Source: an optimization exercise on an open RTL-to-GDS flow (aim: small area, a short achievable clock period and few clock cycles). Production flows keep margins and buffers that such runs may drop. Function was checked by simulation only, so behaviour that the tests miss may differ from the original. Power is estimated from default activity; no workload was simulated.

==> flow/design.v <==
module elliott900 (
    input  wire        clk,
    input  wire        rst,           
    input  wire [17:0] start_addr,    
    input  wire [31:0] limit,         
    output wire        mem_req,
    output wire        mem_we,
    output wire [13:0] mem_addr,
    output wire [17:0] mem_wdata,
    input  wire        mem_ack,
    input  wire [17:0] mem_rdata,
    output wire        io_req,
    output wire [2:0]  io_dev,
    output wire [7:0]  io_out,
    input  wire        io_ack,
    input  wire [7:0]  io_in,
    input  wire [1:0]  io_status,
    output wire        halted,
    output wire [4:0]  exit_code,
    output wire [2:0]  fatal_cause,
    output wire [13:0] stop_addr,
    output wire [17:0] acc_a,
    output wire [17:0] acc_q
);
    localparam [4:0] S_INIT  = 5'd0,    
                     S_INITB = 5'd1,    
                     S_FE    = 5'd2,    
                     S_RD    = 5'd3,    
                     S_WR    = 5'd4,    
                     S_DW    = 5'd5,    
                     S_SH0   = 5'd6,    
                     S_SH    = 5'd7,    
                     S_MUL   = 5'd8,
                     S_DIV0  = 5'd9,
                     S_DIV   = 5'd10,
                     S_DP1   = 5'd11,   
                     S_DP2   = 5'd12,   
                     S_IOD   = 5'd13,   
                     S_IOW   = 5'd14,   
                     S_RF    = 5'd15,   
                     S_HW    = 5'd16,   
                     S_HX    = 5'd17,   
                     S_FS    = 5'd18,   
                     S_FB    = 5'd19,   
                     S_L6    = 5'd20,   
                     S_L7    = 5'd21,   
                     S_FX    = 5'd22,   
                     S_HALT  = 5'd23;
    localparam [1:0] R_HALT = 2'd0, R_FETCH = 2'd1, R_LEVEL = 2'd2;
    localparam [2:0] C_SCR_OVERFLOW  = 3'd1,
                     C_ADDRESS_RANGE = 3'd2,
                     C_SHIFT_RANGE   = 3'd3,
                     C_UNSUPPORTED   = 3'd4,
                     C_DIVIDE_ZERO   = 3'd5,
                     C_DEVICE_ERROR  = 3'd6;
    function [17:0] io_word;
        input [3:0] i;    
        case (i)
            4'd4:    io_word = 18'o777775;
            4'd5:    io_word = 18'o017764;
            4'd6:    io_word = 18'o117775;
            4'd7:    io_word = 18'o364000;
            4'd8:    io_word = 18'o237772;
            4'd9:    io_word = 18'o217767;
            4'd10:   io_word = 18'o364000;
            4'd11:   io_word = 18'o537764;
            4'd12:   io_word = 18'o240001;
            4'd13:   io_word = 18'o100001;
            4'd14:   io_word = 18'o237766;
            default: io_word = 18'o217761;
        endcase
    endfunction
    function prot;
        input [13:0] ad;
        input        l4;
        prot = !l4 && ad[13:4] == 10'h1FF && (ad[3] | ad[2]);
    endfunction
    reg [4:0]  st;
    reg        mreq, mwe;
    reg [13:0] maddr;        
    reg [1:0]  mhi;          
    reg [17:0] wdata;        
    reg        ireq;
    reg [2:0]  idev;
    reg [7:0]  iout;
    reg [17:0] A, Q;
    reg [17:0] pc;           
    reg [17:0] B;            
    reg        bdirty;       
    reg [13:0] ls;           
    reg [3:0]  fn;
    reg [17:0] R;            
    reg [5:0]  cnt;
    reg [31:0] rem;          
    reg        level4, first, ffl, iop, alu_p;
    reg        nneg, qhi0, cfix, shl;
    reg [1:0]  ret;
    reg        hp_lim, hp_ds, hp_ov, fhit, oh_s, oh_b;
    reg [4:0]  h_code;
    reg [2:0]  h_cause;
    assign mem_req     = mreq;
    assign mem_we      = mwe;
    assign mem_addr    = maddr;
    assign mem_wdata   = wdata;
    assign io_req      = ireq;
    assign io_dev      = idev;
    assign io_out      = iout;
    assign halted      = st == S_HALT;
    assign exit_code   = h_code;
    assign fatal_cause = h_cause;
    assign stop_addr   = ls;
    assign acc_a       = A;
    assign acc_q       = Q;
    wire        hp      = hp_lim | hp_ds | hp_ov;
    wire        in_fe   = st == S_FE;
    wire [14:0] pc_i    = {1'b0, pc[13:0]} + {14'd0, in_fe};
    wire [17:0] pc_p    = {pc[17:15], pc[14] | pc_i[14], pc_i[13:0]};
    wire        d_b     = mem_rdata[17];
    wire [3:0]  d_f     = mem_rdata[16:13];
    wire [13:0] d_a     = {pc[13], mem_rdata[12:0]};
    wire [15:0] d_m     = d_b ? ({2'b00, d_a} + B[15:0]) : {2'b00, d_a};
    wire        d_rd    = d_f == 4'd0 || d_f == 4'd1 || d_f == 4'd2 || d_f == 4'd4 ||
                          d_f == 4'd6 || d_f == 4'd10 || d_f == 4'd12 || d_f == 4'd13;
    wire        d_stf   = d_f == 4'd3 || d_f == 4'd5 || d_f == 4'd11;
    wire        d_jmp   = d_f == 4'd7 || d_f == 4'd8 || d_f == 4'd9;
    wire        d_take  = d_f == 4'd8 || (d_f == 4'd7 && A == 18'd0) || (d_f == 4'd9 && A[17]);
    wire        m_hit   = maddr[13:3] == 11'd0 && maddr[2:1] == {level4, level4};
    wire        m_bad   = mhi != 2'b00;
    wire [17:0] v       = oh_s ? pc : oh_b ? B : mem_rdata;    
    wire        at_iod  = st == S_IOD;
    wire [12:0] key     = at_iod ? maddr[12:0] : mem_rdata[12:0];
    wire        k_rd    = key == 13'd2048;
    wire        k_ti    = key == 13'd2052;
    wire        k_pl    = key == 13'd4864;
    wire        k_pu    = key == 13'd6144;
    wire        k_to    = key == 13'd6148;
    wire        k_lt    = key == 13'd7168;
    wire [2:0]  k_dev   = k_ti ? 3'd1 : k_pl ? 3'd2 : k_pu ? 3'd3 : k_to ? 3'd4 : 3'd0;
    wire [7:0]  k_out   = k_pl ? {2'd0, A[5:0]} : k_pu ? A[7:0] : {1'b0, A[6:0]};
    wire        k_outd  = k_pl | k_pu | k_to;
    wire        k_ind   = k_rd | k_ti;
    wire        in_mul  = st == S_MUL;
    wire        in_div  = st == S_DIV;
    wire        in_sh   = st == S_SH;
    wire        in_dp1  = st == S_DP1;
    wire        in_dp2  = st == S_DP2;
    wire        dneg    = wdata[17];
    wire        pre     = in_div && (cnt > 6'd18);
    wire        msb     = (pre ? R[17] : Q[17]) ^ nneg;
    wire        xsh     = in_div | (in_sh & shl);             
    wire        lda     = alu_p && fn == 4'd4;
    wire        nga     = alu_p && fn == 4'd2;
    wire        x_zero  = in_dp2 | lda;
    wire        y_q     = in_dp2;
    wire        y_zero  = in_sh | (in_mul & !Q[0]);
    wire        last    = cnt == 6'd1;
    reg         invy, cin;
    always @(*) begin
        if (in_mul)               begin invy = last & Q[0]; cin = last & Q[0]; end
        else if (in_div | in_dp1) begin invy = !dneg;       cin = !dneg;       end
        else if (in_dp2)          begin invy = nneg ^ dneg;  cin = (nneg ^ dneg) ^ cfix; end
        else                      begin invy = 1'b0;         cin = nga;         end
    end
    wire [18:0] xa   = x_zero ? 19'd0 : xsh ? {A, msb} : {A[17], A};
    wire [18:0] xv   = xa ^ {19{nga}};
    wire [18:0] ya   = y_zero ? 19'd0 : y_q ? {qhi0, Q} : {wdata[17], wdata};
    wire [18:0] yv   = ya ^ {19{invy}};
    wire [18:0] sum  = xv + yv + {18'd0, cin};
    wire        ge   = !sum[18];
    wire [12:0] pl      = maddr[12:0];
    wire        sh_left = pl[12:11] == 2'b00;
    wire        sh_rght = pl[12:11] == 2'b11;
    wire [5:0]  pl_neg  = 6'd0 - pl[5:0];
    wire [5:0]  sh_k    = sh_left ? ((pl > 13'd36) ? 6'd36 : pl[5:0])
                                  : ((pl < 13'd8156) ? 6'd36 : pl_neg);
    wire        sh_big  = cnt >= 6'd18;                  
    wire [5:0]  sh_nx   = sh_big ? cnt - 6'd18 : cnt - 6'd1;
    function sh_end;      
        input [5:0] c;
        sh_end = c == 6'd1 || c == 6'd18;
    endfunction
    reg [4:0]  st_n;
    reg        req_n, we_n;
    reg        ma_dm, ma_pc, ma_c;        
    reg [13:0] ma_k;
    reg        w_a, w_q1, w_sts, w_pc, w_v, w_b, w_init;
    reg        pc_ld_p, pc_ld_m, pc_ld_w;
    reg        b_ld_v, b_ld_w;
    reg        a_sum, a_sumh, a_xa, a_and, a_io, a_q, a_sgn, a_zero;
    reg        q_v, q_sts, q_a, q_mul, q_div, q_dp2, q_zero;
    reg        dec, alu_n, io_go, io_clr, io_go_out, set_bd, clr_bd, set_ffl, set_l4;
    reg        c_k, c_18, c_36, c_d1, c_d18, mul_go, div_go, sh_go, dp1_go, cfix_clr;
    reg        h_set;
    reg [4:0]  h_code_n;
    reg [2:0]  h_cause_n;
    reg [1:0]  ret_n;
    reg        ret_ld, w_inc;
    task do_fetch;
        begin req_n = 1'b1; we_n = 1'b0; ma_pc = 1'b1; st_n = S_FE; end
    endtask
    task do_flush;        
        input [1:0] r;
        begin
            req_n = 1'b1; we_n = 1'b1; ma_c = 1'b1; ma_k = {11'd0, level4, level4, 1'b0};
            w_pc = 1'b1; ret_ld = 1'b1; ret_n = r; st_n = S_FS;
        end
    endtask
    task do_fatal;
        input [2:0] c;
        begin h_set = 1'b1; h_code_n = 5'd1; h_cause_n = c; end
    endtask
    task do_iohalt;
        begin
            io_clr = 1'b1; h_set = 1'b1;
            case (io_status)
                2'd1:    h_code_n = (idev == 3'd0) ? 5'd2 : 5'd4;
                2'd2:    h_code_n = 5'd16;
                default: begin h_code_n = 5'd1; h_cause_n = C_DEVICE_ERROR; end
            endcase
        end
    endtask
    task do_after_flush;
        begin
            we_n = 1'b0;
            case (ret)
                R_HALT:  begin req_n = 1'b0; st_n = S_HALT; end
                R_FETCH: begin set_ffl = 1'b1; ma_pc = 1'b1; st_n = S_FE; end
                default: begin ma_c = 1'b1; ma_k = 14'd6; st_n = S_L6; end
            endcase
        end
    endtask
    task do_io;           
        begin
            if (k_outd) begin
                io_go = 1'b1; io_go_out = 1'b1;
                do_fetch;
            end else if (k_ind) begin
                io_go = 1'b1;
                req_n = 1'b0;
                st_n  = S_IOW;
            end else if (k_lt) begin
                if (level4) do_fetch;
                else        do_flush(R_LEVEL);
            end else begin
                do_fatal(C_UNSUPPORTED);
                do_flush(R_HALT);
            end
        end
    endtask
    always @(*) begin
        st_n = st; req_n = mreq; we_n = mwe;
        ma_dm = 1'b0; ma_pc = 1'b0; ma_c = 1'b0; ma_k = 14'd0;
        w_a = 1'b0; w_q1 = 1'b0; w_sts = 1'b0; w_pc = 1'b0; w_v = 1'b0; w_b = 1'b0; w_init = 1'b0;
        w_inc = 1'b0;
        pc_ld_p = 1'b0; pc_ld_m = 1'b0; pc_ld_w = 1'b0;
        b_ld_v = 1'b0; b_ld_w = 1'b0;
        a_sum = 1'b0; a_sumh = 1'b0; a_xa = 1'b0; a_and = 1'b0; a_io = 1'b0;
        a_q = 1'b0; a_sgn = 1'b0; a_zero = 1'b0;
        q_v = 1'b0; q_sts = 1'b0; q_a = 1'b0; q_mul = 1'b0; q_div = 1'b0; q_dp2 = 1'b0; q_zero = 1'b0;
        dec = 1'b0; alu_n = 1'b0; io_go = 1'b0; io_clr = 1'b0; io_go_out = 1'b0;
        set_bd = 1'b0; clr_bd = 1'b0; set_ffl = 1'b0; set_l4 = 1'b0;
        c_k = 1'b0; c_18 = 1'b0; c_36 = 1'b0; c_d1 = 1'b0; c_d18 = 1'b0;
        mul_go = 1'b0; div_go = 1'b0; sh_go = 1'b0; dp1_go = 1'b0; cfix_clr = 1'b0;
        h_set = 1'b0; h_code_n = h_code; h_cause_n = h_cause;
        ret_ld = 1'b0; ret_n = ret;
        if (alu_p) begin
            if (fn == 4'd6) a_and = 1'b1;
            else            a_sum = 1'b1;
        end
        case (st)
            S_INIT: if (mem_ack) begin
                c_d1 = 1'b1;
                if (cnt[3:0] == 4'd4) begin
                    we_n = 1'b0; ma_c = 1'b1; ma_k = 14'd1; st_n = S_INITB;
                end else begin
                    ma_c = 1'b1; ma_k = {10'h1FF, cnt[3:0] - 4'd1}; w_init = 1'b1;
                end
            end
            S_INITB: if (mem_ack) begin
                b_ld_v = 1'b1;
                do_fetch;
            end
            S_FE: begin
                if (mem_ack) begin
                    if (iop && io_ack && io_status != 2'd0) begin
                        do_iohalt;
                        req_n = 1'b0; st_n = S_HX;
                    end else if (iop && !io_ack) begin
                        req_n = 1'b0; st_n = S_RF;
                    end else if (hp) begin
                        io_clr = 1'b1; h_set = 1'b1;
                        if (hp_lim)     h_code_n = 5'd8;
                        else if (hp_ds) h_code_n = 5'd0;
                        else begin      h_code_n = 5'd1; h_cause_n = C_SCR_OVERFLOW; end
                        req_n = 1'b0; st_n = S_HX;
                    end else if (fhit && !ffl) begin
                        io_clr = 1'b1;
                        do_flush(R_FETCH);
                    end else begin
                        dec = 1'b1; io_clr = 1'b1; pc_ld_p = 1'b1; ma_dm = 1'b1;
                        if (d_f == 4'd5) w_a = 1'b1;
                        if (d_f == 4'd3) w_q1 = 1'b1;
                        if (d_f == 4'd11) begin w_sts = 1'b1; q_sts = 1'b1; end
                        if (d_rd) begin
                            st_n = S_RD;
                        end else if (d_stf) begin
                            if (d_b) begin
                                req_n = 1'b0; st_n = S_DW;
                            end else if (prot(d_a, level4)) begin
                                ma_dm = 1'b0; do_fetch;
                            end else begin
                                we_n = 1'b1; st_n = S_WR;
                            end
                        end else if (d_jmp) begin
                            if (d_take) begin
                                pc_ld_p = 1'b0; pc_ld_m = 1'b1; st_n = S_FE;
                            end else begin
                                ma_dm = 1'b0; do_fetch;
                            end
                        end else if (d_f == 4'd14) begin
                            req_n = 1'b0; st_n = S_SH0;
                        end else if (d_b) begin           
                            req_n = 1'b0; st_n = S_IOD;
                        end else begin
                            ma_dm = 1'b0;
                            do_io;
                        end
                    end
                end else if (iop && io_ack) begin
                    if (io_status != 2'd0) begin
                        do_iohalt;
                        st_n = S_HW;
                    end else begin
                        io_clr = 1'b1;
                    end
                end
            end
            S_RF: if (io_ack) begin
                if (io_status != 2'd0) begin
                    do_iohalt;
                    do_flush(R_HALT);
                end else begin
                    io_clr = 1'b1;
                    do_fetch;
                end
            end
            S_HW: if (mem_ack) do_flush(R_HALT);
            S_HX: do_flush(R_HALT);
            S_FX: do_fetch;
            S_RD: if (mem_ack) begin
                if (m_bad) begin
                    do_fatal(C_ADDRESS_RANGE);
                    do_flush(R_HALT);
                end else begin
                    case (fn)
                        4'd0: begin
                            q_v = 1'b1; b_ld_v = 1'b1; set_bd = 1'b1;
                            do_fetch;
                        end
                        4'd10: begin
                            if (prot(maddr, level4)) begin
                                do_fetch;
                            end else begin
                                we_n = 1'b1; w_v = 1'b1; w_inc = 1'b1; st_n = S_WR;
                            end
                        end
                        4'd12: begin
                            w_v = 1'b1; q_a = 1'b1; a_zero = 1'b1; c_18 = 1'b1; mul_go = 1'b1;
                            req_n = 1'b0; st_n = S_MUL;
                        end
                        4'd13: begin
                            w_v = 1'b1; req_n = 1'b0; st_n = S_DIV0;
                        end
                        default: begin       
                            w_v = 1'b1; alu_n = 1'b1;
                            do_fetch;
                        end
                    endcase
                end
            end
            S_WR: if (mem_ack) begin
                if (m_hit && !maddr[0]) begin
                    pc_ld_w = 1'b1; req_n = 1'b0; st_n = S_FX;
                end else begin
                    if (m_hit) b_ld_w = 1'b1;
                    do_fetch;
                end
            end
            S_DW: begin
                if (m_bad) begin
                    do_fatal(C_ADDRESS_RANGE);
                    do_flush(R_HALT);
                end else if (prot(maddr, level4)) begin
                    do_fetch;
                end else begin
                    req_n = 1'b1; we_n = 1'b1; st_n = S_WR;
                end
            end
            S_IOD: do_io;
            S_IOW: if (io_ack) begin
                if (io_status != 2'd0) begin
                    do_iohalt;
                    do_flush(R_HALT);
                end else begin
                    io_clr = 1'b1; a_io = 1'b1;
                    do_fetch;
                end
            end
            S_SH0: begin
                if (!sh_left && !sh_rght) begin
                    do_fatal(C_SHIFT_RANGE);
                    do_flush(R_HALT);
                end else begin
                    sh_go = 1'b1; c_k = 1'b1;
                    if (sh_k == 6'd0) do_fetch;
                    else begin
                        if (sh_end(sh_k)) begin req_n = 1'b1; we_n = 1'b0; ma_pc = 1'b1; end
                        st_n = S_SH;
                    end
                end
            end
            S_SH: begin
                if (sh_big) begin
                    c_d18 = 1'b1;
                    if (shl) begin a_q = 1'b1; q_zero = 1'b1; end
                    else     begin a_sgn = 1'b1; q_a = 1'b1; end
                end else begin
                    c_d1 = 1'b1;
                    if (shl) begin a_xa = 1'b1; q_div = 1'b1; end
                    else     begin a_sumh = 1'b1; q_mul = 1'b1; end
                end
                if (sh_end(sh_nx)) begin req_n = 1'b1; we_n = 1'b0; ma_pc = 1'b1; end
                if (sh_end(cnt)) st_n = S_FE;
            end
            S_MUL: begin
                c_d1 = 1'b1;
                if (last) begin a_sum = 1'b1; st_n = S_FE; end
                else      begin a_sumh = 1'b1; q_mul = 1'b1; end
                if (cnt == 6'd2) begin req_n = 1'b1; we_n = 1'b0; ma_pc = 1'b1; end
            end
            S_DIV0: begin
                if (wdata == 18'd0) begin
                    do_fatal(C_DIVIDE_ZERO);
                    do_flush(R_HALT);
                end else begin
                    div_go = 1'b1; a_zero = 1'b1;
                    if (A == {18{A[17]}}) c_18 = 1'b1; else c_36 = 1'b1;
                    st_n = S_DIV;
                end
            end
            S_DIV: begin
                c_d1 = 1'b1; cfix_clr = 1'b1;
                if (ge) a_sum = 1'b1; else a_xa = 1'b1;
                if (!pre) q_div = 1'b1;
                if (last) begin
                    if (nneg) st_n = S_DP1;
                    else begin req_n = 1'b1; we_n = 1'b0; ma_pc = 1'b1; st_n = S_DP2; end
                end
            end
            S_DP1: begin
                dp1_go = 1'b1;
                req_n = 1'b1; we_n = 1'b0; ma_pc = 1'b1; st_n = S_DP2;
            end
            S_DP2: begin
                a_sumh = 1'b1; q_dp2 = 1'b1; st_n = S_FE;
            end
            S_FS: if (mem_ack) begin
                if (bdirty) begin
                    clr_bd = 1'b1; ma_c = 1'b1; ma_k = {11'd0, level4, level4, 1'b1};
                    w_b = 1'b1; st_n = S_FB;
                end else begin
                    do_after_flush;
                end
            end
            S_FB: if (mem_ack) do_after_flush;
            S_L6: if (mem_ack) begin
                w_v = 1'b1; ma_c = 1'b1; ma_k = 14'd7; st_n = S_L7;
            end
            S_L7: if (mem_ack) begin
                b_ld_v = 1'b1; pc_ld_w = 1'b1; set_l4 = 1'b1;
                req_n = 1'b0; st_n = S_FX;
            end
            default: ;    
        endcase
    end
    wire [17:0] v_inc = v + {17'd0, w_inc};
    wire [13:0] ma_nx = ({14{ma_dm}} & d_m[13:0]) | ({14{ma_pc}} & pc_p[13:0]) |
                        ({14{ma_c}} & ma_k);
    wire [17:0] w_nx  = ({18{w_a}} & A) | ({18{w_q1}} & {1'b0, Q[17:1]}) |
                        ({18{w_sts | w_pc}} & {5'd0, pc_p[12:0]}) |
                        ({18{w_pc}} & {pc_p[17:13], 13'd0}) |
                        ({18{w_v}} & v_inc) | ({18{w_b}} & B) |
                        ({18{w_init}} & io_word(cnt[3:0] - 4'd1));
    wire [17:0] pc_nx = ({18{pc_ld_p}} & pc_p) | ({18{pc_ld_m}} & {2'd0, d_m}) |
                        ({18{pc_ld_w}} & wdata);
    wire [17:0] b_nx  = ({18{b_ld_v}} & v) | ({18{b_ld_w}} & wdata);
    wire [17:0] a_nx  = ({18{a_sum}} & sum[17:0]) |
                        ({18{a_sumh}} & {sum[18:2], sum[1] | in_dp2}) |
                        ({18{a_xa}} & xa[17:0]) | ({18{a_and}} & (A & wdata)) |
                        ({18{a_io}} & ({A[10:0], 7'd0} | {10'd0, io_in})) |
                        ({18{a_q}} & Q) | ({18{a_sgn}} & {18{A[17]}});
    wire [17:0] q_nx  = ({18{q_v}} & v) | ({18{q_sts}} & {3'd0, pc_p[14:13], 13'd0}) |
                        ({18{q_a}} & A) | ({18{q_mul}} & {sum[0], Q[17:1]}) |
                        ({18{q_div}} & {Q[16:0], ge & in_div}) |
                        ({18{q_dp2}} & {sum[18:2], 1'b0});
    wire [5:0]  c_nx  = ({6{c_k}} & sh_k) | ({6{c_18}} & 6'd18) | ({6{c_36}} & 6'd36) |
                        ({6{c_d1}} & (cnt - 6'd1)) | ({6{c_d18}} & (cnt - 6'd18));
    wire a_ld = a_sum | a_sumh | a_xa | a_and | a_io | a_q | a_sgn | a_zero;
    wire q_ld = q_v | q_sts | q_a | q_mul | q_div | q_dp2 | q_zero;
    always @(posedge clk) begin
        hp_lim <= (|limit) && rem == 32'd0;
        hp_ds  <= !first && pc == {4'd0, ls};
        hp_ov  <= pc[17:14] != 4'd0;
        fhit   <= pc[13:3] == 11'd0 && pc[2:1] == {level4, level4};
        oh_s   <= st == S_RD && m_hit && !maddr[0];
        oh_b   <= st == S_RD && m_hit && maddr[0];
        if (rst) begin
            st      <= S_INIT;
            mreq    <= 1'b1;
            mwe     <= 1'b1;
            maddr   <= 14'd8191;
            wdata   <= io_word(4'd15);
            cnt     <= 6'd15;
            ireq    <= 1'b0;
            iop     <= 1'b0;
            alu_p   <= 1'b0;
            level4  <= 1'b0;
            first   <= 1'b1;
            bdirty  <= 1'b0;
            ffl     <= 1'b0;
            A       <= 18'd0;
            Q       <= 18'd0;
            pc      <= start_addr;
            rem     <= limit;
            h_code  <= 5'd0;
            h_cause <= 3'd0;
        end else begin
            st    <= st_n;
            mreq  <= req_n;
            mwe   <= we_n;
            alu_p <= alu_n;
            if (ma_dm | ma_pc | ma_c)             maddr <= ma_nx;
            if (w_a | w_q1 | w_sts | w_pc | w_v | w_b | w_init) wdata <= w_nx;
            if (pc_ld_p | pc_ld_m | pc_ld_w)      pc    <= pc_nx;
            if (b_ld_v | b_ld_w)                  B     <= b_nx;
            if (a_ld)                             A     <= a_nx;
            if (q_ld)                             Q     <= q_nx;
            if (c_k | c_18 | c_36 | c_d1 | c_d18) cnt   <= c_nx;
            if (dec) begin
                ls    <= pc[13:0];
                first <= 1'b0;
                ffl   <= 1'b0;
                rem   <= rem - 32'd1;
                fn    <= d_f;
                mhi   <= d_m[15:14];
            end
            if (set_ffl) ffl <= 1'b1;
            if (set_bd)  bdirty <= 1'b1;
            if (clr_bd)  bdirty <= 1'b0;
            if (set_l4)  level4 <= 1'b1;
            if (io_clr)  begin ireq <= 1'b0; iop <= 1'b0; end
            if (io_go)   begin ireq <= 1'b1; iop <= io_go_out; idev <= k_dev; iout <= k_out; end
            if (h_set)   begin h_code <= h_code_n; h_cause <= h_cause_n; end
            if (ret_ld)  ret <= ret_n;
            if (sh_go)   begin shl <= sh_left; nneg <= 1'b0; end
            if (div_go)  begin nneg <= A[17]; R <= A; qhi0 <= 1'b0; end
            if (in_div && pre) begin
                R <= {R[16:0], 1'b0};
                if (cnt == 6'd19) qhi0 <= ge;
            end
            if (cfix_clr) cfix <= 1'b0;
            if (dp1_go)   cfix <= &sum;
        end
    end
endmodule
==> flow/run.sh <==
#!/bin/bash
# synth_recipe.tcl (not shown) runs the flow's synth.tcl, then flattens the netlist and writes it again
# the make line also repeats each setting of config.mk as NAME=value (left out here)
make -C /OpenROAD-flow-scripts/flow DESIGN_CONFIG=/design/flow/config.mk WORK_HOME=/design/flow/orfs CLKGATE_MAP_FILE= SYNTH_SCRIPT=/design/flow/synth_recipe.tcl finish
==> flow/config.mk <==
export PLATFORM = sky130hd
export DESIGN_NAME = elliott900
export DESIGN_NICKNAME = elliott900
export VERILOG_FILES = /design/flow/design.v
export SDC_FILE = /design/flow/constraint.sdc
export NUM_CORES = 4
export LEC_CHECK = 0
export CAP_MARGIN = 20
export CORE_MARGIN = 2
export CORE_UTILIZATION = 40
export PLACE_DENSITY = 0.6
export SLEW_MARGIN = 20
==> flow/constraint.sdc <==
create_clock -name core_clock -period 7.0 [get_ports {clk}]
set_input_delay 1.4000 -clock core_clock [delete_from_list [all_inputs] [get_ports {clk}]]
set_output_delay 1.4000 -clock core_clock [all_outputs]
set_load 0.01 [all_outputs]
==> implementation parameters, run 1 <==
Parameter                              Value

Worst setup path
  Arrival time reported for the critical path endpoint ... 6.70 ns
  Largest delay share family, worst path ... compound AO/OA/AOI/OAI gates
  CP Class ... reg -> reg
  Critical path launch point type ... register
  Critical Path Slowest Stage Cell ... dfxtp_1
  Maximum fanout along the worst path ... 28
  CP Data Required Time ... 7.51 ns
  Critical-path cell list ... nand2_1 -> nor2_1 -> a21o_1 -> buf_4 -> nand2_1 -> a21oi_1 -> xor2_1 -> fa_1 -> fa_1 -> nor2b_1 -> o21ai_0 -> o211ai_1 -> o211a_1 -> a21oi_1 -> o21a_1 -> o21ai_1 -> o32ai_1 -> a211oi_1
  Type of destination of the critical path ... register
  CP peak stage delay ... 0.94 ns
  Worst path bufs/invs ... 1

Logic synthesis
  Count of warnings emitted by yosys ... 1
  Synth cell types ... 96
  Syn Area/Cell ... 7.94 µm²
  Number of register bits inferred by synthesis ... 225
  Fraction of synthesis flops using an asynchronous set or reset pin ... 0%
  Syn_nets ... 2541
  Cell count after synthesis ... 2401
  Total standard cell area after synthesis ... 19100 µm²
  Fraction of the yosys area taken by sequential cells ... 30.1%
  EDFF count, synth ... 123
  Synth Flop Type ... edfxtp_1

CTS
  Clock tree from TritonCTS ... built
  Skew-Pair Late Insertion Delay ... 0.61 ns
  Clock tree root buffer cell ... clkbuf_16
  Post_cts resized ... 0
  Post CTS Setup Buffer Count ... 0
  Worst-path clk slew ... 0.07 ns
  Clk buf depth ... 3
  Number of CTS-inserted buffers ... 29
  Clock net sink count ... 225
  Level count of the clock H-tree ... 1
  Count of hold-fix buffers inserted at cts ... 0

STA
  Normalized max-slew margin ... 22.0%
  Final count of pins violating max slew ... 0
  Final-layout worst hold slack ... 0.451 ns
  Number of setup violations in the final report ... 0
  Setup repair after global routing missed its margin ... no
  Post-Route Setup TNS ... 0 ns
  Max Fclk ... 161 MHz
  Crit path time final ... 6.19 ns
  Final worst-path cycle share ... 88.5%
  Worst-case clock skew ... 0.0309 ns
  Number of hold violations in the final report ... 0
  Transition at the pin with the smallest max-transition slack ... 1.16 ns

Route
  Met2 WL post-DR ... 38400 µm
  Routed length per placed instance ... 27.7 µm
  Length of the first detailed-routing pass in iterations ... 8
  Vias per inst ... 6.67
  Post-route DRC ... 0
  Count of antenna-violating nets left after detailed routing ... 0
  Routed Wire Length ... 86800 µm
  Detailed Route Iter0 Violations ... 2812
  Top sig layer ... met4
  Count of vias placed by the detailed router ... 20.9k
  Total length of routed met3 wires ... 7940 µm
  Detailed-routing wirelength on met1 ... 35300 µm

Power
  Switching power ... 4100 µW
  Share of total power in the clock network ... 19.8%
  Cell leakage power ... 0.00774 µW
  Int Power ... 4280 µW
  Proportion of power drawn by combinational gates ... 53.2%
  Net switching fraction of the power ... 48.9%
  Relative contribution of sequential cells to total power ... 27.0%
  Pwr dens ... 374 nW/µm²
  Maximum vdd drop ... 0.000227 V

Finish
  Area growth from synthesis to layout ... 17.6%
  Layout cells sized above 1 ... 6.92%
  Total Nets Final ... 2630

Die
  Count of standard-cell rows ... 80
  Placeable core region ... 47300 µm²
  Die X-Extent ... 222 µm
  Die Y ... 222 µm
  Top-level I/O count ... 187
  Effective utilization at floorplan ... 40.3%
  Die ar. ... 49400 µm²

Place
  Total of buffers placed on input and output ports ... 186
  Detailed Place HPWL ... 64900 µm
  Global placement routability congestion ... 0.974

GRT
  Wire length of the first global-routing pass ... 129000 µm
  Number of antenna violations at the first check in global routing ... 1
  Largest net degree at the start of global routing ... 89
  All-layer global routing usage ... 33.9%
  Global-route congestion overflow total ... 0
  Via count of the first global-routing pass ... 19.8k

Run status
  Run status ... complete, no violations

Job
  Max Cap Violations ... 0

Worst hold path
  Type of the most critical hold path ... reg -> reg
[worst paths after layout]
kind	from	cells past startpoint	endpoint	slack, ns
worst min register to register	first	2	first	0.45
worst max register to register	st[2]	18	A[14]	0.81
worst max-delay path	st[2]	18	A[14]	0.81
worst min-delay path	first	2	first	0.45
[synth_stat cells, types with 28 or more instances]
cell	number	share of area, %
nand2_1	342	6.7
a21oi_1	173	4.5
nor2_1	171	3.4
o21ai_0	166	4.4
clkbuf_1	134	2.6
edfxtp_1	123	19
dfxtp_1	102	11
xnor2_1	87	4.0
nand3_1	66	1.7
inv_1	57	1.1
xor2_1	56	2.6
ha_1	55	3.6
a221oi_1	53	2.4
nor3_1	52	1.4
nor4_1	47	1.5
mux2i_1	37	1.9
a221o_1	34	1.8
mux2_2	32	1.9
nand4_1	31	1.0
a31oi_1	30	0.98
nor2b_1	28	0.92
[cell type report]
class / count / area [µm²]
diodes: 1 / 2.50
clock buffers: 41 / 781
clock inverters: 13 / 241
fillers: 4726 / 24900
inverters: 62 / 233
multi-input cells: 1930 / 12400
flip-flops and latches: 225 / 5740
well taps: 615 / 769
repair buffers: 242 / 2280
[through the flow]
step	util [%]	instances	cell area, µm²	worst slack (ns)	total power [µW]
after floorplan	-	2401	19100	1.89	4760
after global placement	45.2	3074	21400	1.18	6560
after detailed placement	45.2	3074	21400	1.04	6580
after CTS	47.3	3128	22400	0.977	8260
after global routing	47.4	3128	22400	0.417	8760
final	47.4	3129	22400	0.806	8390
[metal layers]
layer	up-vias	track usage, %
li1	9203	-
met1	10093	44.5
met2	1288	52.9
met3	275	6.41
met4	0	18.3
met5	-	0
[cells in the final DEF (no fill, tap or decap), types with 66 or more instances in the layout]
cell type / synthesis / final
nand3_1: 66 / 66
xnor2_1: 87 / 86
nor2_1: 171 / 169
dfxtp_1: 102 / 102
clkdlybuf4s50_1: 0 / 185
nand2_1: 342 / 342
a21oi_1: 173 / 173
edfxtp_1: 123 / 123
o21ai_0: 166 / 166
[sequential cells by signal (all words and copies together), names as in the netlist, 8 cells and up]
signal / cells
rem: 32
A: 18
B: 18
Q: 18
R: 18
pc: 18
wdata: 18
ls: 14
maddr: 14
iout: 8
[worst register-to-register path, delay by kind of cell, from the launching register on]
kind	cells	cell delay [ns]
adder cells (fa/ha/maj)	2	0.91
flip-flops	1	0.94
AND/OR/NAND/NOR	4	1.29
buffers and inverters	1	0.23
AO/OA/AOI/OAI	10	2.62
XOR/XNOR	1	0.12
[power by group through the flow]
stage,registers [µW],clock network (µW),logic [µW]
floorplan,1910,0,2840
global placement,2240,0,4320
detailed placement,2250,0,4330
CTS,2230,1670,4360
global route,2270,1720,4770
finish,2270,1660,4470
[cells by family after synthesis]
family / count (synthesis) / share of synthesized area (%)
AND/OR/NAND/NOR: 909 / 23.4
AO/OA/AOI/OAI: 745 / 26.5
buffers and inverters: 246 / 5.18
flip-flops: 225 / 30.1
XOR/XNOR: 144 / 6.69
multiplexers: 72 / 4.07
adder cells (fa/ha/maj): 60 / 4.03
Testbench counts, summed over its fixed seeds: cycles 124,768.
==> run 2, diff against run 1 <==
--- a/flow/design.v
+++ b/flow/design.v
@@ -72,2 +72,21 @@
     endfunction
+    function [31:0] kadd;
+        input [31:0] x, y;
+        input        c0;
+        reg   [31:0] g, p, cg, cp;
+        integer      i, k;
+        begin
+            g = x & y;
+            p = x ^ y;
+            cg = g;
+            cp = p;
+            cg[0] = g[0] | (p[0] & c0);
+            for (k = 1; k < 32; k = k * 2)
+                for (i = 31; i >= k; i = i - 1) begin
+                    cg[i] = cg[i] | (cp[i] & cg[i-k]);
+                    cp[i] = cp[i] & cp[i-k];
+                end
+            kadd = p ^ {cg[30:0], c0};
+        end
+    endfunction
     function prot;
@@ -115,3 +134,4 @@
     wire        in_fe   = st == S_FE;
-    wire [14:0] pc_i    = {1'b0, pc[13:0]} + {14'd0, in_fe};
+    wire [31:0] pc_k    = kadd({18'd0, pc[13:0]}, 32'd0, in_fe);
+    wire [14:0] pc_i    = pc_k[14:0];
     wire [17:0] pc_p    = {pc[17:15], pc[14] | pc_i[14], pc_i[13:0]};
@@ -120,3 +140,4 @@
     wire [13:0] d_a     = {pc[13], mem_rdata[12:0]};
-    wire [15:0] d_m     = d_b ? ({2'b00, d_a} + B[15:0]) : {2'b00, d_a};
+    wire [31:0] d_mb    = kadd({18'd0, d_a}, {16'd0, B[15:0]}, 1'b0);
+    wire [15:0] d_m     = d_b ? d_mb[15:0] : {2'b00, d_a};
     wire        d_rd    = d_f == 4'd0 || d_f == 4'd1 || d_f == 4'd2 || d_f == 4'd4 ||
@@ -125,2 +146,4 @@
     wire        d_jmp   = d_f == 4'd7 || d_f == 4'd8 || d_f == 4'd9;
+    wire        d_hb    = !d_b && !pc[13] && mem_rdata[12:0] == {10'd0, level4, level4, 1'b1} &&
+                          (d_f == 4'd1 || d_f == 4'd2 || d_f == 4'd4 || d_f == 4'd6 || d_f == 4'd10);
     wire        d_take  = d_f == 4'd8 || (d_f == 4'd7 && A == 18'd0) || (d_f == 4'd9 && A[17]);
@@ -141,9 +164,6 @@
     wire        k_ind   = k_rd | k_ti;
-    wire        in_mul  = st == S_MUL;
-    wire        in_div  = st == S_DIV;
-    wire        in_sh   = st == S_SH;
-    wire        in_dp1  = st == S_DP1;
-    wire        in_dp2  = st == S_DP2;
+    reg         in_mul, in_div, in_sh, in_dp1, in_dp2;    
     wire        dneg    = wdata[17];
-    wire        pre     = in_div && (cnt > 6'd18);
+    reg         pre_r, last;               
+    wire        pre     = in_div && pre_r;
     wire        msb     = (pre ? R[17] : Q[17]) ^ nneg;
@@ -151,13 +171,13 @@
     wire        lda     = alu_p && fn == 4'd4;
+    wire        incb    = alu_p && fn == 4'd10;      
     wire        nga     = alu_p && fn == 4'd2;
-    wire        x_zero  = in_dp2 | lda;
+    wire        x_zero  = in_dp2 | lda | incb;
     wire        y_q     = in_dp2;
-    wire        y_zero  = in_sh | (in_mul & !Q[0]);
-    wire        last    = cnt == 6'd1;
+    wire        y_zero  = in_sh | (in_mul & !Q[0]) | (in_dp1 & A[17]);
     reg         invy, cin;
     always @(*) begin
-        if (in_mul)               begin invy = last & Q[0]; cin = last & Q[0]; end
-        else if (in_div | in_dp1) begin invy = !dneg;       cin = !dneg;       end
-        else if (in_dp2)          begin invy = nneg ^ dneg;  cin = (nneg ^ dneg) ^ cfix; end
-        else                      begin invy = 1'b0;         cin = nga;         end
+        if (in_mul)               begin invy = last & Q[0];     cin = last & Q[0];     end
+        else if (in_div | in_dp1) begin invy = !A[17] ^ dneg;   cin = !A[17] ^ dneg;   end
+        else if (in_dp2)          begin invy = nneg ^ dneg;     cin = (nneg ^ dneg) ^ cfix; end
+        else                      begin invy = 1'b0;            cin = nga | incb;      end
     end
@@ -167,3 +187,4 @@
     wire [18:0] yv   = ya ^ {19{invy}};
-    wire [18:0] sum  = xv + yv + {18'd0, cin};
+    wire [31:0] sum_k = kadd({13'd0, xv}, {13'd0, yv}, cin);
+    wire [18:0] sum  = sum_k[18:0];
     wire        ge   = !sum[18];
@@ -187,3 +208,3 @@
     reg        pc_ld_p, pc_ld_m, pc_ld_w;
-    reg        b_ld_v, b_ld_w;
+    reg        b_ld_v, b_ld_w, b_ld_s;
     reg        a_sum, a_sumh, a_xa, a_and, a_io, a_q, a_sgn, a_zero;
@@ -255,3 +276,3 @@
         pc_ld_p = 1'b0; pc_ld_m = 1'b0; pc_ld_w = 1'b0;
-        b_ld_v = 1'b0; b_ld_w = 1'b0;
+        b_ld_v = 1'b0; b_ld_w = 1'b0; b_ld_s = 1'b0;
         a_sum = 1'b0; a_sumh = 1'b0; a_xa = 1'b0; a_and = 1'b0; a_io = 1'b0;
@@ -266,4 +287,5 @@
         if (alu_p) begin
-            if (fn == 4'd6) a_and = 1'b1;
-            else            a_sum = 1'b1;
+            if (fn == 4'd6)       a_and = 1'b1;
+            else if (fn == 4'd10) begin b_ld_s = 1'b1; set_bd = 1'b1; end
+            else                  a_sum = 1'b1;
         end
@@ -303,3 +325,6 @@
                         if (d_f == 4'd11) begin w_sts = 1'b1; q_sts = 1'b1; end
-                        if (d_rd) begin
+                        if (d_hb) begin
+                            w_b = 1'b1; alu_n = 1'b1;
+                            ma_dm = 1'b0; do_fetch;
+                        end else if (d_rd) begin
                             st_n = S_RD;
@@ -451,4 +476,3 @@
             S_DIV: begin
-                c_d1 = 1'b1; cfix_clr = 1'b1;
-                if (ge) a_sum = 1'b1; else a_xa = 1'b1;
+                c_d1 = 1'b1; cfix_clr = 1'b1; a_sum = 1'b1;
                 if (!pre) q_div = 1'b1;
@@ -485,3 +509,4 @@
     end
-    wire [17:0] v_inc = v + {17'd0, w_inc};
+    wire [31:0] v_k   = kadd({14'd0, v}, 32'd0, w_inc);
+    wire [17:0] v_inc = v_k[17:0];
     wire [13:0] ma_nx = ({14{ma_dm}} & d_m[13:0]) | ({14{ma_pc}} & pc_p[13:0]) |
@@ -495,3 +520,3 @@
                         ({18{pc_ld_w}} & wdata);
-    wire [17:0] b_nx  = ({18{b_ld_v}} & v) | ({18{b_ld_w}} & wdata);
+    wire [17:0] b_nx  = ({18{b_ld_v}} & v) | ({18{b_ld_w}} & wdata) | ({18{b_ld_s}} & sum[17:0]);
     wire [17:0] a_nx  = ({18{a_sum}} & sum[17:0]) |
@@ -507,2 +532,3 @@
                         ({6{c_d1}} & (cnt - 6'd1)) | ({6{c_d18}} & (cnt - 6'd18));
+    wire [31:0] rem_d = kadd(rem, 32'hFFFFFFFF, 1'b0);
     wire a_ld = a_sum | a_sumh | a_xa | a_and | a_io | a_q | a_sgn | a_zero;
@@ -518,2 +544,7 @@
             st      <= S_INIT;
+            in_mul  <= 1'b0;
+            in_div  <= 1'b0;
+            in_sh   <= 1'b0;
+            in_dp1  <= 1'b0;
+            in_dp2  <= 1'b0;
             mreq    <= 1'b1;
@@ -537,3 +568,8 @@
         end else begin
-            st    <= st_n;
+            st     <= st_n;
+            in_mul <= st_n == S_MUL;
+            in_div <= st_n == S_DIV;
+            in_sh  <= st_n == S_SH;
+            in_dp1 <= st_n == S_DP1;
+            in_dp2 <= st_n == S_DP2;
             mreq  <= req_n;
@@ -544,6 +580,10 @@
             if (pc_ld_p | pc_ld_m | pc_ld_w)      pc    <= pc_nx;
-            if (b_ld_v | b_ld_w)                  B     <= b_nx;
+            if (b_ld_v | b_ld_w | b_ld_s)         B     <= b_nx;
             if (a_ld)                             A     <= a_nx;
             if (q_ld)                             Q     <= q_nx;
-            if (c_k | c_18 | c_36 | c_d1 | c_d18) cnt   <= c_nx;
+            if (c_k | c_18 | c_36 | c_d1 | c_d18) begin
+                cnt   <= c_nx;
+                pre_r <= c_nx > 6'd18;
+                last  <= c_nx == 6'd1;
+            end
             if (dec) begin
@@ -552,3 +592,3 @@
                 ffl   <= 1'b0;
-                rem   <= rem - 32'd1;
+                rem   <= rem_d;
                 fn    <= d_f;
--- a/flow/config.mk
+++ b/flow/config.mk
@@ -11,2 +11,3 @@
 export PLACE_DENSITY = 0.6
+export SETUP_SLACK_MARGIN = 2.5
 export SLEW_MARGIN = 20
==> run 2 against run 1 <==
Against the previous run:
- sequential share of layout area fell by 0.30 points
- fmax rose by 39%
- register-to-register slack improved by 1.7 ns
- design area rose by 4.2%
- first-iteration DRC count fell by 10%
- wire length rose by 3.0%
- clock skew fell by 0.010 ns
- synthesized cell count rose by 0.62%
- via count rose by 2.4%
- hold slack improved by 0.0042 ns
- sequential power fell by 31%
- critical path depth fell by 1
- critical endpoint is now cfix
==> implementation parameters, run 2 <==
Parameter                              Value

STA
  Transition at the pin with the smallest max-transition slack ... 1.18 ns (was 1.16 ns)
  Crit path time final ... 4.47 ns (was 6.19 ns)
  Number of setup violations in the final report ... 0 (unchanged)
  Final count of pins violating max slew ... 0 (unchanged)
  Post-Route Setup TNS ... 0 ns (unchanged)
  Normalized max-slew margin ... 20.7% (was 22.0%)
  Final worst-path cycle share ... 63.9% (was 88.5%)
  Number of hold violations in the final report ... 0 (unchanged)
  Setup repair after global routing missed its margin ... yes (was no)
  Final-layout worst hold slack ... 0.456 ns (was 0.451 ns)
  Worst-case clock skew ... 0.0205 ns (was 0.0309 ns)
  Max Fclk ... 224 MHz (was 161 MHz)

Job
  Max Cap Violations ... 0 (unchanged)

Worst setup path
  Maximum fanout along the worst path ... 19 (was 28)
  Type of destination of the critical path ... register (unchanged)
  CP Data Required Time ... 7.44 ns (was 7.51 ns)
  Critical Path Slowest Stage Cell ... fa_1 (was dfxtp_1)
  CP peak stage delay ... 0.49 ns (was 0.94 ns)
  Critical-path cell list ... nand2b_1 -> nor2_1 -> nand2_1 -> buf_4 -> xor2_1 -> fa_1 -> fa_2 -> nand2b_1 -> a21o_1 -> a31oi_4 -> buf_12 -> nand4_1 -> nand4b_1 -> xor2_2 -> and2_1 -> and4_1 -> and4_1 (was nand2_1 -> nor2_1 -> a21o_1 -> buf_4 -> nand2_1 -> a21oi_1 -> xor2_1 -> fa_1 -> fa_1 -> nor2b_1 -> o21ai_0 -> o211ai_1 -> o211a_1 -> a21oi_1 -> o21a_1 -> o21ai_1 -> o32ai_1 -> a211oi_1)
  CP Class ... reg -> reg (unchanged)
  Arrival time reported for the critical path endpoint ... 4.91 ns (was 6.70 ns)
  Critical path launch point type ... register (unchanged)

Logic synthesis
  Syn_nets ... 2558 (was 2541)
  Yosys top cell area share ... 19.2% (was 19.4%)
  Synth Flop Type ... edfxtp_1 (unchanged)
  Count of warnings emitted by yosys ... 1 (unchanged)
  Largest area contributor in the netlist ... edfxtp_1 (unchanged)
  Cell count after synthesis ... 2416 (was 2401)
  Synth cell types ... 96 (unchanged)
  Number of register bits inferred by synthesis ... 232 (was 225)
  Total standard cell area after synthesis ... 19500 µm² (was 19100 µm²)
  Most instantiated library cell after synthesis ... nand2_1 (unchanged)
  Synth cell count leaders ... nand2_1, nor2_1, a21oi_1 (was nand2_1, a21oi_1, nor2_1)
  Fraction of synthesis flops using an asynchronous set or reset pin ... 0% (unchanged)
  EDFF count, synth ... 125 (was 123)
  Fraction of the yosys area taken by sequential cells ... 30.2% (was 30.1%)
  Leading cell types by total area after synthesis ... edfxtp_1, dfxtp_1, nand2_1, a21oi_1, nor2_1 (was edfxtp_1, dfxtp_1, nand2_1, a21oi_1, o21ai_0)
  Syn Area/Cell ... 8.07 µm² (was 7.94 µm²)

Place
  Detailed Place HPWL ... 66400 µm (was 64900 µm)
  Total of buffers placed on input and output ports ... 186 (unchanged)
  Global placement routability congestion ... 0.993 (was 0.974)

Power
  Total power ... 3720 µW (was 8390 µW)
  Cell leakage power ... 0.00823 µW (was 0.00774 µW)
  Pwr dens ... 159 nW/µm² (was 374 nW/µm²)
  Maximum vdd drop ... 0.000172 V (was 0.000227 V)

GRT
  Wire length of the first global-routing pass ... 131000 µm (was 129000 µm)
  Number of antenna violations at the first check in global routing ... 2 (was 1)
  Via count of the first global-routing pass ... 19.9k (was 19.8k)
  Largest net degree at the start of global routing ... 107 (was 89)
  All-layer global routing usage ... 34.2% (was 33.9%)
  Global-route congestion overflow total ... 0 (unchanged)

Finish
  Filler cells ... 4722 (was 4726)
  Most common cell after layout, fill and taps aside ... nand2_1 (unchanged)
  Number of inserted diodes ... 0 (was 1)
  Area growth from synthesis to layout ... 19.8% (was 17.6%)
  Total Nets Final ... 2679 (was 2630)
  Layout cells sized above 1 ... 9.42% (was 6.92%)
  Largest register FFs ... 32 (unchanged)
  Largest Register ... rem (unchanged)
  Commonest non-fill, non-tap cells in the layout ... nand2_1, nor2_1, clkdlybuf4s50_1 (was nand2_1, clkdlybuf4s50_1, a21oi_1)

Die
  Die X-Extent ... 225 µm (was 222 µm)
  Die Y ... 225 µm (was 222 µm)
  Die ar. ... 50500 µm² (was 49400 µm²)
  Count of standard-cell rows ... 80 (unchanged)
  Top-level I/O count ... 187 (unchanged)
  Effective utilization at floorplan ... 40.7% (was 40.3%)
  Placeable core region ... 47900 µm² (was 47300 µm²)

CTS
  Count of hold-fix buffers inserted at cts ... 0 (unchanged)
  Clock net sink count ... 232 (was 225)
  Number of CTS-inserted buffers ... 29 (unchanged)
  Skew-Pair Late Insertion Delay ... 0.59 ns (was 0.61 ns)
  Clock tree from TritonCTS ... built (unchanged)
  Level count of the clock H-tree ... 1 (unchanged)
  Clk buf depth ... 3 (unchanged)
  Worst-path clk slew ... 0.07 ns (about the same)
  Clock tree root buffer cell ... clkbuf_16 (unchanged)

Route
  Length of the first detailed-routing pass in iterations ... 6 (was 8)
  Post-route DRC ... 0 (unchanged)
  Count of antenna-violating nets left after detailed routing ... 0 (unchanged)
  Vias per inst ... 6.73 (was 6.67)
  Count of vias placed by the detailed router ... 21.4k (was 20.9k)
  Detailed Route Iter0 Violations ... 2524 (was 2812)
  Routed Wire Length ... 89500 µm (was 86800 µm)
  Routed length per placed instance ... 28.2 µm (was 27.7 µm)

Worst hold path
  Type of the most critical hold path ... reg -> reg (unchanged)

Run status
  Run status ... complete, no violations (unchanged)
-- run 2: changes by cell type in the layout (fill, tap and decap cells not counted), moves of 10 or more --
cell,before,now
inv_1,57,67
nor2_1,169,223
mux2i_1,37,57
o21ai_0,166,129
nor3_1,50,77
nand2b_1,19,34
nand2_1,342,238
buf_4,57,78
a22oi_1,20,43
a221o_1,34,47
-- run 2: cell type report --
cell class / count / area, µm² / area share [%]
Clock buffer: 38 / 821 / 3.51
Timing Repair Buffer: 270 / 2570 / 11.0
Clock inverter: 14 / 120 / 0.514
Multi-Input combinational cell: 1935 / 12900 / 55.3
Sequential cell: 232 / 5910 / 25.3
Inverter: 69 / 263 / 1.12
Tap cell: 615 / 769 / 3.29
-- run 2: logic make-up (layout without fill, tap and decap cells) --
| family | count (synthesis) | count (layout) | share of synthesized area, % |
|---|---|---|---|
| xor gates and xnor gates | 154 | 154 | 6.92 |
| muxes | 80 | 80 | 4.25 |
| DFF | 232 | 232 | 30.2 |
| and+or+nand+nor | 913 | 914 | 23.4 |
| adders and majority gates | 61 | 61 | 4.02 |
| buffers and inverters | 250 | 391 | 5.16 |
| AOI/OAI and AO/OA | 726 | 726 | 26.0 |
-- run 2: metrics by stage --
| stage | instance area (µm²) | worst slack (ns) | instances | util (%) |
|---|---|---|---|---|
| floorplan | 19500 | 2.50 | 2416 | - |
| global placement | 21800 | 1.45 | 3091 | 45.5 |
| detailed placement | 21800 | 1.39 | 3091 | 45.5 |
| CTS | 22900 | 2.46 | 3150 | 47.9 |
| global route | 23400 | 2.40 | 3173 | 48.7 |
| finish | 23400 | 2.53 | 3173 | 48.7 |
-- run 2: final timing paths --
path / startpoint / to / cells after the start / slack, ns
setup reg to reg: fn[0] / cfix / 17 / 2.53
hold / removal: first / first / 2 / 0.46
setup / recovery: fn[0] / cfix / 17 / 2.53
hold reg to reg: first / first / 2 / 0.46
-- run 2: critical path, delay by kind of cell, from the launching register on --
kind                     cells  cell delay (ns)
buffers and inverters        2             0.41
adder cells (fa/ha/maj)      2             0.89
AND/OR/NAND/NOR              9             1.59
flip-flops                   1             0.38
AO/OA/AOI/OAI                2             0.47
XOR/XNOR                     2             0.59
-- run 2: timing repair --
action,CTS,global route
buffers inserted,6,23
setup endpoints to repair,69,97
pin swaps,5,7
resized for setup,31,42
gates cloned,1,0
-- run 2: where the power goes --
| part | switching (µW) | total, µW | internal (µW) | leakage (µW) |
|---|---|---|---|---|
| Clock | 667 | 1530 | 863 | 0.000450 |
| Combinational | 383 | 633 | 250 | 0.00572 |
| Sequential | 82.1 | 1560 | 1470 | 0.00206 |
-- run 2: routing by layer --
layer / vias to the layer above / track usage [%] / wire [µm]
met5: - / 0 / 0
met1: 10418 / 45.7 / 36700
met2: 1311 / 54.0 / 40100
li1: 9356 / - / -
met3: 272 / 5.16 / 7700
met4: 0 / 16.9 / 5030
Testbench counts of run 2, summed over its fixed seeds: cycles 108,064.
==> run 3, diff against run 2 <==
--- a/flow/config.mk
+++ b/flow/config.mk
@@ -11,3 +11,3 @@
 export PLACE_DENSITY = 0.6
-export SETUP_SLACK_MARGIN = 2.5
+export SETUP_SLACK_MARGIN = 4.0
 export SLEW_MARGIN = 20
==> run 3 against run 2 <==
Against the previous run:
- sequential power barely moved
- critical endpoint is now B[17]
- clock power is essentially flat
- critical path depth fell by 1
==> implementation parameters, run 3 <==
Parameter                              Value

Run status
  Run status ... complete, no violations (unchanged)

Power
  Cell leakage power ... 0.0106 µW (was 0.00823 µW)
  Share of total power in the clock network ... 39.4% (was 41.1%)
  Int Power ... 2730 µW (was 2590 µW)
  Proportion of power drawn by combinational gates ... 21.3% (was 17.0%)
  Net switching fraction of the power ... 30.6% (was 30.4%)
  Switching power ... 1200 µW (was 1130 µW)
  Maximum vdd drop ... 0.000197 V (was 0.000172 V)
  Pwr dens ... 138 nW/µm² (was 159 nW/µm²)
  Relative contribution of sequential cells to total power ... 39.3% (was 41.9%)

STA
  Max Fclk ... 241 MHz (was 224 MHz)
  Number of hold violations in the final report ... 0 (unchanged)
  Normalized max-slew margin ... 15.4% (was 20.7%)
  Transition at the pin with the smallest max-transition slack ... 1.24 ns (was 1.18 ns)
  Final count of pins violating max slew ... 0 (unchanged)
  Crit path time final ... 4.14 ns (was 4.47 ns)
  Number of setup violations in the final report ... 0 (unchanged)
  Final worst-path cycle share ... 59.2% (was 63.9%)
  Post-Route Setup TNS ... 0 ns (unchanged)
  Worst-case clock skew ... 0.0314 ns (was 0.0205 ns)
  Setup repair after global routing missed its margin ... yes (unchanged)

CTS
  Clock net sink count ... 232 (unchanged)
  Worst-path clk slew ... 0.06 ns (was 0.07 ns)
  Skew-Pair Late Insertion Delay ... 0.60 ns (was 0.59 ns)
  Clock tree root buffer cell ... clkbuf_16 (unchanged)
  Clk buf depth ... 3 (unchanged)
  Number of CTS-inserted buffers ... 29 (unchanged)
  Count of hold-fix buffers inserted at cts ... 0 (unchanged)
  Level count of the clock H-tree ... 1 (unchanged)
  Clock tree from TritonCTS ... built (unchanged)

Die
  Die ar. ... 50500 µm² (unchanged)
  Effective utilization at floorplan ... 40.7% (unchanged)
  Top-level I/O count ... 187 (unchanged)
  Die Y ... 225 µm (unchanged)
  Placeable core region ... 47900 µm² (unchanged)
  Die X-Extent ... 225 µm (unchanged)
  Count of standard-cell rows ... 80 (unchanged)

Job
  Max Cap Violations ... 0 (unchanged)

Finish
  Number of inserted diodes ... 0 (unchanged)
  Area used by multi-input combinational logic ... 15300 µm² (was 12900 µm²)
  Largest register FFs ... 32 (unchanged)
  Total Nets Final ... 2927 (was 2679)
  Sequential cell area ... 6110 µm² (was 5910 µm²)
  Largest Register ... rem (unchanged)
  Final cell utilization of the core ... 59.4% (was 48.7%)
  Layout cells sized above 1 ... 32.2% (was 9.42%)
  Most common cell after layout, fill and taps aside ... buf_4 (was nand2_1)
  Area growth from synthesis to layout ... 46.0% (was 19.8%)
  Commonest non-fill, non-tap cells in the layout ... buf_4, nand2_1, nor2_1 (was nand2_1, nor2_1, clkdlybuf4s50_1)
  Filler cells ... 4181 (was 4722)

GRT
  Wire length of the first global-routing pass ... 140000 µm (was 131000 µm)
  Largest net degree at the start of global routing ... 79 (was 107)
  All-layer global routing usage ... 36.8% (was 34.2%)
  Via count of the first global-routing pass ... 21.3k (was 19.9k)
  Number of antenna violations at the first check in global routing ... 1 (was 2)
  Global-route congestion overflow total ... 0 (unchanged)

Logic synthesis
  Fraction of the yosys area taken by sequential cells ... 30.2% (unchanged)
  Cell count after synthesis ... 2416 (unchanged)
  Yosys top cell area share ... 19.2% (unchanged)
  Synth cell types ... 96 (unchanged)
  Leading cell types by total area after synthesis ... edfxtp_1, dfxtp_1, nand2_1, a21oi_1, nor2_1 (unchanged)
  Number of register bits inferred by synthesis ... 232 (unchanged)
  Fraction of synthesis flops using an asynchronous set or reset pin ... 0% (unchanged)
  EDFF count, synth ... 125 (unchanged)
  Synth cell count leaders ... nand2_1, nor2_1, a21oi_1 (unchanged)
  Largest area contributor in the netlist ... edfxtp_1 (unchanged)
  Total standard cell area after synthesis ... 19500 µm² (unchanged)
  Count of warnings emitted by yosys ... 1 (unchanged)
  Most instantiated library cell after synthesis ... nand2_1 (unchanged)
  Syn Area/Cell ... 8.07 µm² (unchanged)
  Syn_nets ... 2558 (unchanged)
  Synth Flop Type ... edfxtp_1 (unchanged)

Worst setup path
  CP Data Required Time ... 7.34 ns (was 7.44 ns)
  Maximum fanout along the worst path ... 6 (was 19)
  CP Class ... reg -> reg (unchanged)
  Type of destination of the critical path ... register (unchanged)
  Reg-to-Reg Start ... fn[1] (was fn[0])
  Critical path launch point type ... register (unchanged)
  Arrival time reported for the critical path endpoint ... 4.48 ns (was 4.91 ns)
  First element of the critical path ... fn[1] (was fn[0])

Route
  Length of the first detailed-routing pass in iterations ... 8 (was 6)
  Count of vias placed by the detailed router ... 23.0k (was 21.4k)
  Routed length per placed instance ... 28.4 µm (was 28.2 µm)
  Routed Wire Length ... 97400 µm (was 89500 µm)
  Vias per inst ... 6.70 (was 6.73)
  Detailed Route Iter0 Violations ... 3450 (was 2524)
  Post-route DRC ... 0 (unchanged)
  Count of antenna-violating nets left after detailed routing ... 0 (unchanged)

Place
  Global placement routability congestion ... 1.00 (was 0.993)
  Total of buffers placed on input and output ports ... 186 (unchanged)
  Detailed Place HPWL ... 67800 µm (was 66400 µm)

Worst hold path
  Type of the most critical hold path ... reg -> reg (unchanged)
  Critical hold path startpoint ... first (unchanged)
run 3: changes by cell type in the layout (fill, tap and decap cells not counted), moves of 23 or more:
cell             previous run  this run
buf_4                      78       251
dfxtp_1                   102        33
clkdlybuf4s50_1           177       118
buf_6                       2        55
a21oi_1                   169       121
dfxtp_4                     2        50
a21oi_2                     4        40
a221oi_1                   50        22
a221oi_2                    1        27
dlygate4sd2_1               2        27
o21ai_0                   129       104
ha_1                       56        33
nor2_1                    223       200
run 3: power groups by stage:
stage	registers, µW	clock network, µW	logic (µW)
after floorplan	1550	0	394
after global placement	1580	0	624
after detailed placement	1580	0	631
after CTS	1550	1560	739
after global routing	1550	1610	878
final	1550	1550	839
run 3: cell families after synthesis:
kind of cell    Yosys count  synth area share [%]
compound gates          726                  26.0
xor+xnor                154                  6.92
fa+ha+maj                61                  4.02
buf+inv                 250                  5.16
flops                   232                  30.2
mux                      80                  4.25
simple gates            913                  23.4
run 3: metrics by stage:
stage	worst slack, ns	hold WS, ns	cell area (µm²)	power [µW]	instances
global route	2.72	0.510	28500	4040	3423
floorplan	2.99	0.423	20600	1940	2416
detailed placement	1.82	0.453	22600	2210	3088
CTS	2.90	0.464	26900	3840	3324
global placement	1.90	0.459	22600	2200	3088
finish	2.86	0.471	28500	3940	3423
run 3: final timing paths:
check,endpoint,slack [ns],cells past startpoint
worst max register to register,B[17],2.86,16
worst min register to register,first,0.47,2
worst min-delay path,first,0.47,2
worst max-delay path,B[17],2.86,16
run 3: critical path, stage by stage, from the launching register on:
cell and delay, ns:
edfxtp_1 0.52, nand3b_1 0.19, o21ai_4 0.09, a31o_4 0.26, buf_12 0.14, buf_4 0.13
a21oi_2 0.14, xnor2_1 0.15, ha_2 0.35, a21o_1 0.19, a21o_1 0.20, or3_1 0.34
nor3_2 0.25, o41ai_2 0.13, a21oi_2 0.28, xnor2_4 0.17, a221o_1 0.35
run 3: final cells by class:
type	instances	area share, %
Sequential cell	232	21.5
Clock buffer	45	2.94
Clock inverter	9	0.413
Timing Repair Buffer	516	17.6
Tap cell	615	2.70
Multi-Input combinational cell	1937	53.8
Inverter	69	1.05
run 3: what timing repair did:
item	4_1_cts	5_1_grt
gates cloned	13	0
setup buffers	169	99
endpoints found under the setup margin	343	233
pin swaps	129	100
resized for setup	583	186
run 3: layer usage:
metal | up-vias | wire (µm) | GRT usage [%]
li1 | 9888 | - | -
met1 | 11089 | 39300 | 50.0
met2 | 1629 | 40900 | 54.0
met3 | 342 | 11400 | 9.55
met4 | 2 | 5780 | 18.1
met5 | - | 13 | 0

-- what the ideal ports hide --
No port has a modelled driver above. Below, the same layouts with a new extraction and two added sets of constraints.
Step 1 assumes that a clkbuf_16 drives the clock port and a buf_2 every other input.
Step 2, shift: input delay + t, output delay - t, t = (earliest + latest rising clock arrival at the registers) / 2. This alone moves slack from input paths to output paths.
Three values: no drivers, after step 1, after step 2; two values: the first two.
run | t, ns | slack for setup (ns) | hold slack, ns | clock arrival spread, ns
run 1 | 0.649 | 0.806 / 0.806 / 0.806 | 0.451 / 0.451 / 0.451 | 0.031 / 0.031
run 2 | 0.635 | 2.528 / 2.528 / 1.982 | 0.456 / 0.456 / 0.456 | 0.021 / 0.021
run 3 | 0.647 | 2.856 / 2.856 / 2.856 | 0.471 / 0.471 / 0.471 | 0.031 / 0.031
After both steps every run listed still meets setup and hold. For run 2, which loses most, drivers alone change the setup slack by 0.000 ns; drivers and shift together by -0.546 ns.
